Context: an optimization exercise on an open-source flow, tuned for small area, a short achievable clock period and few clock cycles. The choices shown serve that exercise and are no tape-out recipe. Only simulation tests tie the RTL to the original design; equivalence was not proved. Power and IR drop assume default switching activity.

## hexsum
module hexsum (
    input  wire        clk,
    input  wire        rst,
    input  wire        cmd_valid,
    output wire        cmd_ready,
    input  wire [39:0] cmd_word,
    input  wire [9:0]  cmd_len,
    input  wire        in_valid,
    output wire        in_ready,
    input  wire [7:0]  in_data,
    output reg         rsp_valid,
    input  wire        rsp_ready,
    output reg  [3:0]  rsp_status,
    output reg  [31:0] rsp_value,
    output reg  [9:0]  rsp_len,
    output reg         out_valid,
    input  wire        out_ready,
    output reg  [7:0]  out_data
);
For scale: about 3600 cells after synthesis, ~120 I/O pins.
Settings: LEC_CHECK=0, CAP_MARGIN=20, CORE_MARGIN=2, CORE_UTILIZATION=40, CTS_CLUSTER_DIAMETER=100, CTS_CLUSTER_SIZE=24, SETUP_SLACK_MARGIN=5, SLEW_MARGIN=20; clock period 9.0 ns.
standard.sh (not shown) runs the stock make flow with config.mk's settings and CLKGATE_MAP_FILE= SYNTH_SCRIPT=/design/flow/synth_recipe.tcl, a recipe that flattens the netlist after the stock synthesis.
==> flow/flow/run.sh <==
#!/bin/bash
set -euo pipefail
sed 's/SETUP_SLACK_MARGIN=[0-9.]*/SETUP_SLACK_MARGIN=6/' standard.sh > standard_m6.sh
grep -q 'SETUP_SLACK_MARGIN=6 ' standard_m6.sh
bash standard_m6.sh > flow.log 2>&1
Testbench counts at the start, summed over its fixed seeds: cycles 29,474.
Rerun with:
--- a/flow/design.v
+++ b/flow/design.v
@@ -75,15 +75,15 @@
     wire i_ok_clr  = (i_op == OP_CSCLR)  && i_arg0 && i_d0 && i_l0;
     wire i_ok_stat = (i_op == OP_RDSTAT) && i_arg0 && i_d0 && i_l0;
     wire i_ok_add  = (i_op == OP_CSADD)  && i_arg0 && i_dhi0 && i_l0;
     wire i_ok_rd   = (i_op == OP_CSRD)   && i_mode && i_d0 && i_l0;
     wire i_ok_chk  = (i_op == OP_CSCHK)  && i_mode && i_dhi0 && i_l0;
     wire i_ill     = !(i_ok_enc | i_ok_dec | i_ok_benc | i_ok_bdec | i_ok_clr |
                        i_ok_stat | i_ok_add | i_ok_rd | i_ok_chk);
-    localparam W = 51;
+    localparam W = 61;
     wire [W-1:0] cin = {
         i_ill,                               
         i_ok_enc & i_ovfl,                   
         i_ok_enc & !i_ovfl & !i_arg0,        
         i_ok_enc & !i_ovfl,                  
         i_ok_dec,                            
         i_ok_benc,                           
@@ -92,16 +92,17 @@
         i_ok_add,                            
         i_ok_rd,                             
         i_ok_chk,                            
         i_ok_stat,                           
         i_l0 | i_ok_benc,                    
         (cmd_len == 10'd1),                  
         (i_arg == 4'd1),                     
+        cmd_len,                             
         i_arg,                               
-        i_l0 ? i_data : {22'd0, cmd_len}     
+        i_data                               
     };
     reg  [W-1:0] cq0, cq1;
     reg  [1:0]   cqn;
     reg          cmd_ready_q;
     assign cmd_ready = cmd_ready_q;
     wire         cpush = cmd_valid & cmd_ready_q;
     wire         issue;
@@ -143,30 +144,30 @@
             else if (ipush)   iq0 <= in_data;
         end else if (ipush && iqn == 2'd0) begin
             iq0 <= in_data;
         end
         if (ipush && iqn == 2'd1 && !take) iq1 <= in_data;
     end
     wire        cv      = (cqn != 2'd0);
-    wire        k_ill   = cq0[50];
-    wire        k_ovfl  = cq0[49];
-    wire        k_hexgo = cq0[48];
-    wire        k_encok = cq0[47];
-    wire        k_dec   = cq0[46];
-    wire        k_benc  = cq0[45];
-    wire        k_bdec  = cq0[44];
-    wire        k_clr   = cq0[43];
-    wire        k_add   = cq0[42];
-    wire        k_rd    = cq0[41];
-    wire        k_chk   = cq0[40];
-    wire        k_stat  = cq0[39];
-    wire        z0      = cq0[38];
-    wire        z0_raw  = (cq0[9:0] == 10'd0);
-    wire        m1      = cq0[36];
-    wire [9:0]  len     = cq0[9:0];
+    wire        k_ill   = cq0[60];
+    wire        k_ovfl  = cq0[59];
+    wire        k_hexgo = cq0[58];
+    wire        k_encok = cq0[57];
+    wire        k_dec   = cq0[56];
+    wire        k_benc  = cq0[55];
+    wire        k_bdec  = cq0[54];
+    wire        k_clr   = cq0[53];
+    wire        k_add   = cq0[52];
+    wire        k_rd    = cq0[51];
+    wire        k_chk   = cq0[50];
+    wire        k_stat  = cq0[49];
+    wire        z0      = cq0[48];
+    wire        z0_raw  = (cq0[45:36] == 10'd0);
+    wire        m1      = cq0[46];
+    wire [9:0]  len     = cq0[45:36];
     wire [3:0]  arg     = cq0[35:32];
     wire [31:0] data    = cq0[31:0];
     reg  [7:0]  acc;
     reg  [3:0]  last;
     reg  [9:0]  rem_c;       
     reg         pd;          
     reg         ol;          
@@ -257,17 +258,17 @@
     always @(posedge clk) begin
         ring <= {ring[2031:0], wr ? wdata : ring[2039:2032]};
         e_w   <= e_w_nx;
         delta <= delta_nx;
         e_r   <= e_r_nx;
         rem_r <= rem_r_nx;
         if (hd_ld) begin
-            rem_c <= hd_nx[9:0];
-            pd    <= hd_nx[38];
-            ol    <= hd_nx[37];
+            rem_c <= hd_nx[45:36];
+            pd    <= hd_nx[48];
+            ol    <= hd_nx[47];
             lo_ph <= 1'b0;
             first <= 1'b1;
             bad   <= 1'b0;
         end else begin
             if (take_nb) begin
                 rem_c <= rem_c - 10'd1;
                 pd    <= ol;
Effect: The new run completed without violations; setup slack degrades by 0.11 ns; sequential power barely changes; via count went down by 0.52%; synthesized area went up by 1.2%; total power went down by 0.73%; wire length went up by 1.1%; sequential cell count went up by 20; count of clock-buffer cells in the layout went down by 2; core utilization went down by 0.26 points; register-to-register slack improves by 0.05 ns; final area went up by 0.76%; hold slack degrades by 0.0091 ns; sequential share of layout area went up by 0.33 points.
Testbench counts after the change, summed over its fixed seeds: cycles 29,474.

## static timing again, ports no longer ideal
How much do the figures lean on ideal ports? The routed layouts below were timed once more, with nothing changed but the port constraints. Step 1: set_driving_cell puts a clkbuf_16 on clk and a buf_2 on each other input, an assumption about the parent block. Step 2 also shifts input and output timing later by t, the mid clock arrival at the registers, as if the neighbouring blocks saw the same clock. Three values: no drivers, after step 1, after step 2; two values: the first two.
run | shift t [ns] | setup WS [ns] | worst hold slack (ns) | worst setup path at the end | worst slew at a driven data input, ns
the first run | 0.792 | 5.709 / 5.677 / 5.055 | 0.315 / 0.315 / 0.315 | input to register | 0.08
the second run | 0.806 | 5.594 / 5.629 / 4.823 | 0.306 / 0.306 / 0.306 | input to register | 0.11
After both steps setup and hold are still met in every run listed. For the second run, which loses most, drivers alone change the setup slack by +0.035 ns; drivers and shift together by -0.771 ns.
